What follows belongs to an exercise in optimizing a design on an open flow for small area; a production flow would make more cautious choices. RTL that was checked went through simulation tests only; none was proved equivalent to the original. Power figures rest on the tool's default switching activity, not on a simulated workload.

==> inputs of trial 6 <==
## speckle_core
module speckle_core (
    input  wire        clk,
    input  wire        rst,
    input  wire        cmd_valid,
    input  wire [31:0] cmd,
    output wire        busy,
    input  wire        transport_present,
    input  wire        cfg_variant,           
    input  wire [1:0]  cfg_width,             
    input  wire [9:0]  cfg_npix,
    input  wire [7:0]  cfg_t_settle,
    input  wire [7:0]  cfg_t_exit,
    input  wire [15:0] cfg_t_frame,
    input  wire [7:0]  cfg_reg_burst_start,
    input  wire [7:0]  cfg_reg_reset,
    input  wire [7:0]  cfg_reg_laser_ctrl,
    input  wire [7:0]  cfg_reg_frame_capture,
    input  wire [7:0]  cfg_reg_pixel,
    input  wire [55:0] cfg_reg_other,         
    input  wire [7:0]  cfg_reset_sentinel,
    input  wire [7:0]  cfg_cap_cmd1,
    input  wire [7:0]  cfg_cap_cmd2,
    input  wire [7:0]  cfg_laser_fd_mask,
    input  wire        cfg_burst_pre_wait,
    input  wire        cfg_burst_byte_delay,
    input  wire [15:0] cfg_max_att,
    input  wire        cfg_max_att_inf,
    output reg         cs,
    output wire        xfer_req,
    output reg  [7:0]  xfer_out,
    input  wire        xfer_ack,
    input  wire [7:0]  xfer_in,
    output wire [7:0]  status,
    output reg  [3:0]  fault,
    output reg  [9:0]  finfo,
    output reg  [8:0]  flog,
    output reg  [1:0]  pstate,
    output wire [2:0]  fstate,
    output reg  [7:0]  resb,
    output reg  [15:0] res0,
    output wire [15:0] res1,
    output wire [15:0] dx,
    output wire [15:0] dy,
    output reg  [7:0]  sq,
    output wire [15:0] shutter,
    output reg  [7:0]  pixmax,
    output wire [7:0]  pixacc,
    output reg  [7:0]  motion,
    output reg  [7:0]  obs,
    output reg  [7:0]  pixsum,
    output reg  [7:0]  pixmin,
    output wire [15:0] fperiod,
    output reg         pix_valid,
    output wire [9:0]  pix_index,
    output reg  [6:0]  pix_data
);
Settings: LEC_CHECK=0, CAP_MARGIN=20, CORE_MARGIN=2, CORE_UTILIZATION=70, PLACE_DENSITY=0.8, SLEW_MARGIN=20; clock period 10.0 ns.
standard.sh (not shown) runs the stock make flow with config.mk's settings and CLKGATE_MAP_FILE= SYNTH_SCRIPT=/design/flow/synth_recipe.tcl, a recipe that flattens the netlist after the stock synthesis.
==> flow/flow/run.sh <==
#!/bin/bash
set -euo pipefail
export BUFFER_PORTS_ARGS="-buffer_cell sky130_fd_sc_hd__buf_1"
export CTS_ARGS="-sink_clustering_enable -repair_clock_nets -dont_use_dummy_load -sink_clustering_size 16 -sink_clustering_max_diameter 60 -buf_list {sky130_fd_sc_hd__clkbuf_8}"
bash standard.sh > standard_make.log 2>&1
==> build 44 (differences from trial 6) <==
--- a/flow/design.v
+++ b/flow/design.v
@@ -74,21 +74,20 @@
     localparam [3:0] F_ILLEGAL     = 4'd3;
     localparam [3:0] F_ADDRESS     = 4'd4;
     localparam [3:0] F_NOTCONFIG   = 4'd5;
     localparam [3:0] F_ALREADY     = 4'd6;
     localparam [3:0] F_BUSSTATE    = 4'd7;
     localparam [3:0] F_TIMEOUT     = 4'd8;
-    localparam [3:0] K_WR   = 4'b0000;   
-    localparam [3:0] K_RD   = 4'b0001;   
-    localparam [3:0] K_BB   = 4'b0010;   
-    localparam [3:0] K_BR   = 4'b0011;   
-    localparam [3:0] K_X    = 4'b0110;   
-    localparam [3:0] K_RB   = 4'b1000;   
-    localparam [3:0] K_FC   = 4'b1100;   
-    localparam [3:0] K_FE   = 4'b1101;   
-    localparam [3:0] K_NONE = 4'b0111;
+    localparam [2:0] K_WR = 3'd0;    
+    localparam [2:0] K_RD = 3'd1;    
+    localparam [2:0] K_BB = 3'd2;    
+    localparam [2:0] K_RB = 3'd3;    
+    localparam [2:0] K_FC = 3'd4;    
+    localparam [2:0] K_FE = 3'd5;    
+    localparam [2:0] K_X  = 3'd6;    
+    localparam [2:0] K_BR = 3'd7;    
     localparam [3:0] S_IDLE   = 4'd0;
     localparam [3:0] S_GUARD  = 4'd1;    
     localparam [3:0] S_ADDR   = 4'd2;    
     localparam [3:0] S_WDATA  = 4'd3;    
     localparam [3:0] S_WAIT   = 4'd4;    
     localparam [3:0] S_RDATA  = 4'd5;    
@@ -105,13 +104,13 @@
     localparam [3:0] ST_PIX    = 4'd10;  
     localparam [1:0] W_SETTLE = 2'd0;    
     localparam [1:0] W_PRE    = 2'd1;    
     localparam [1:0] W_BDLY   = 2'd2;    
     localparam [1:0] W_FRAME  = 2'd3;    
     reg  [3:0]  state;
-    reg  [3:0]  ck;
+    reg  [2:0]  ck;
     reg  [1:0]  wph;
     reg         configured;
     reg         haz_guard;
     reg         resb_valid, res_valid, sample_valid, frame_valid;
     reg  [7:0]  cnt;               
     reg  [15:0] att;               
@@ -147,13 +146,13 @@
     assign status   = {haz_guard, frame_valid, sample_valid, res_valid,
                        resb_valid, configured, cs, busy};
     assign xfer_req = (state == S_ADDR) || (state == S_WDATA) ||
                       (state == S_RDATA) || (state == S_BYTE);
     assign fstate   = (busy && ck == K_FC) ? fault[3:1] : 3'd0;
     wire [3:0] step = fault;
-    wire       fcx  = ck[3] && ck[2];
+    wire       fcx  = (ck == K_FC) || (ck == K_FE);
     wire [7:0] op = cmd[31:24];
     wire [7:0] oa = cmd[23:16];
     wire [7:0] ob = cmd[15:8];
     wire [7:0] oc = cmd[7:0];
     reg legal, bus_ok;
     always @(*) begin
@@ -220,13 +219,13 @@
             rcode = F_TRANSPORT;
         end else if (is_init && prof_fail != 3'd0) begin
             rcode = F_PROFILE;  rinfo = {7'd0, prof_fail};
         end else
             rej = 1'b0;
     end
-    wire        guard_ok  = (cnt >= p_t_exit);
+    wire        guard_ok  = ({1'b0, cnt} + 9'd1 >= {1'b0, p_t_exit});
     wire        frame_w   = wph[0];    
     wire        att_eq    = (att == (frame_w ? p_t_frame : p_max_att));
     wire        wait_done = frame_w ? att_eq : (cnt == p_t_settle);
     wire is_write = (ck == K_WR) ||
                     (fcx && (step == ST_RESET || step == ST_LWR ||
                              step == ST_CMD1  || step == ST_CMD2));
@@ -332,21 +331,21 @@
             res_valid    <= 1'b0;
             sample_valid <= 1'b0;
             frame_valid  <= 1'b0;
             fault        <= 4'd0;
             finfo        <= 10'd0;
             flog         <= 9'd0;
-            cnt          <= 8'd1;
+            cnt          <= 8'd0;
             pix_valid    <= 1'b0;
         end else begin
             case (state)
             S_IDLE: begin
                 if (cmd_valid) begin
                     fault <= rcode;
                     finfo <= rinfo;
-                    ck    <= (rej || !multi) ? K_NONE : {op[6], op[4], op[1], op[0]};
+                    ck    <= K_WR;
                     state <= (rej || !multi) ? S_TDONE : S_CHECK;
                     if (rej)
                         flog[rcode] <= 1'b1;
                     else begin
                         case (op)
                         OP_INIT: begin
@@ -386,45 +385,53 @@
                             if (!guard_ok)
                                 haz_guard <= 1'b1;
                             cs <= 1'b1;
                         end
                         OP_DES, OP_BEND: begin
                             cs     <= 1'b0;
-                            cnt    <= 8'd1;
+                            cnt    <= 8'd0;
                             pstate <= 2'd0;
                         end
                         OP_XFER: begin
                             resb_valid <= 1'b1;
                             finfo      <= {2'b00, oa};
+                            ck         <= K_X;
                         end
                         OP_WRREG: begin
                             pix_data <= oa[6:0];
                             finfo    <= {2'b00, ob};
+                            ck       <= K_WR;
                         end
                         OP_RDREG: begin
                             resb_valid <= 1'b1;
                             pix_data   <= oa[6:0];
+                            ck         <= K_RD;
                         end
                         OP_BBEGIN: begin
                             pstate   <= 2'd1;
                             pix_data <= oa[6:0];
+                            ck       <= K_BB;
                         end
                         OP_BRDB: begin
                             resb_valid <= 1'b1;
                             pstate     <= 2'd2;
                             wph        <= oa[0] ? W_BDLY : W_SETTLE;
+                            ck         <= K_BR;
                         end
                         OP_RDBURST: begin
                             sample_valid <= 1'b1;
+                            ck           <= K_RB;
                         end
                         OP_FCAP: begin
                             frame_valid <= 1'b0;
                             fault       <= ST_RESET;
+                            ck          <= K_FC;
                         end
                         OP_FCEND: begin
                             fault       <= ST_RESET;
+                            ck          <= K_FE;
                         end
                         default: ;
                         endcase
                     end
                 end
             end
@@ -530,13 +537,13 @@
                         state <= S_IDLE;
                     end
                 end
             end
             S_DES: begin
                 cs    <= 1'b0;
-                cnt   <= 8'd1;
+                cnt   <= 8'd0;
                 state <= S_TDONE;
                 if (fcx && !(ck == K_FE && step == ST_LWR)) begin
                     if (step != ST_PIX) begin
                         fault <= (step == ST_CMD2) ? ST_FW : step + 4'd1;
                         if (step == ST_CMD2)
                             finfo <= 10'd0;
==> flow/flow/run.sh (replaced) <==
#!/bin/bash
set -euo pipefail
export BUFFER_PORTS_ARGS="-buffer_cell sky130_fd_sc_hd__buf_1"
bash standard.sh > standard_make.log 2>&1
CORE_UTILIZATION = 40   (was 70)
PLACE_DENSITY = 0.6   (was 0.8)
==> run notes <==
| item | trial 6 | build 44 |
|---|---|---|
| Result of the run | finished clean | finished clean |
| Total half-perimeter wirelength after legalization and detailed placement | 35.9 mm | 36.0 mm |
| Routed WL per cell | 24.5 um | 21.0 um |
| Area of the multi-input gates | 5820 sq um | 5870 sq um |
| Cells after synthesis | 1,362 | 1,375 |
| Comb. pwr | 783 uW | 668 uW |
| Fraction of area in multi-input gates | 0.324 | 0.304 |
| Die Y-Extent | 155 um | 204 um |
| Total placed instance area | 17,500 sq um | 18,000 sq um |
| Internal portion of total power | 2.07 mW | 2.67 mW |
| Taps Inserted | 285 | 525 |
| Area growth syn-to-layout | 12.7% | 20.4% |
| Power density normalized to cell area | 174 nW/um^2 | 196 nW/um^2 |
| Buf+Inv Stages, Crit Path | 3 | 1 |
| Width of the die | 155 um | 204 um |
| CTS H-tree lvls | 1 | 2 |
| Portion of netlist area occupied by mux cells | 0.0284 | 0.0293 |
| Final cell area excluding filler cells | 18,000 sq um | 19,300 sq um |
Only the layout flow was run in trial 6; the RTL was not checked for function there.

==> what the ideal ports hide <==
How much do the figures lean on ideal ports? The routed layouts below were timed once more, with nothing changed but the port constraints. Step 1, drivers: a clkbuf_16 drives clk and a buf_2 each remaining input, both assumed. Step 2 also shifts input and output timing later by t, the mid clock arrival at the registers, as if the neighbouring blocks saw the same clock. a / b / c = ideal / step 1 / step 2; a / b = the first two.
run | shift t [ns] | setup slack, ns | slew at the worst register clock pin (ns)
trial 6 | 0.622 | 3.513 / 3.526 / 2.904 | 0.10 / 0.10
build 44 | 0.589 | 4.161 / 4.109 / 3.613 | 0.07 / 0.07
After both steps setup and hold are still met in every run listed. For trial 6, which loses most, drivers alone change the setup slack by +0.013 ns; drivers and shift together by -0.609 ns.
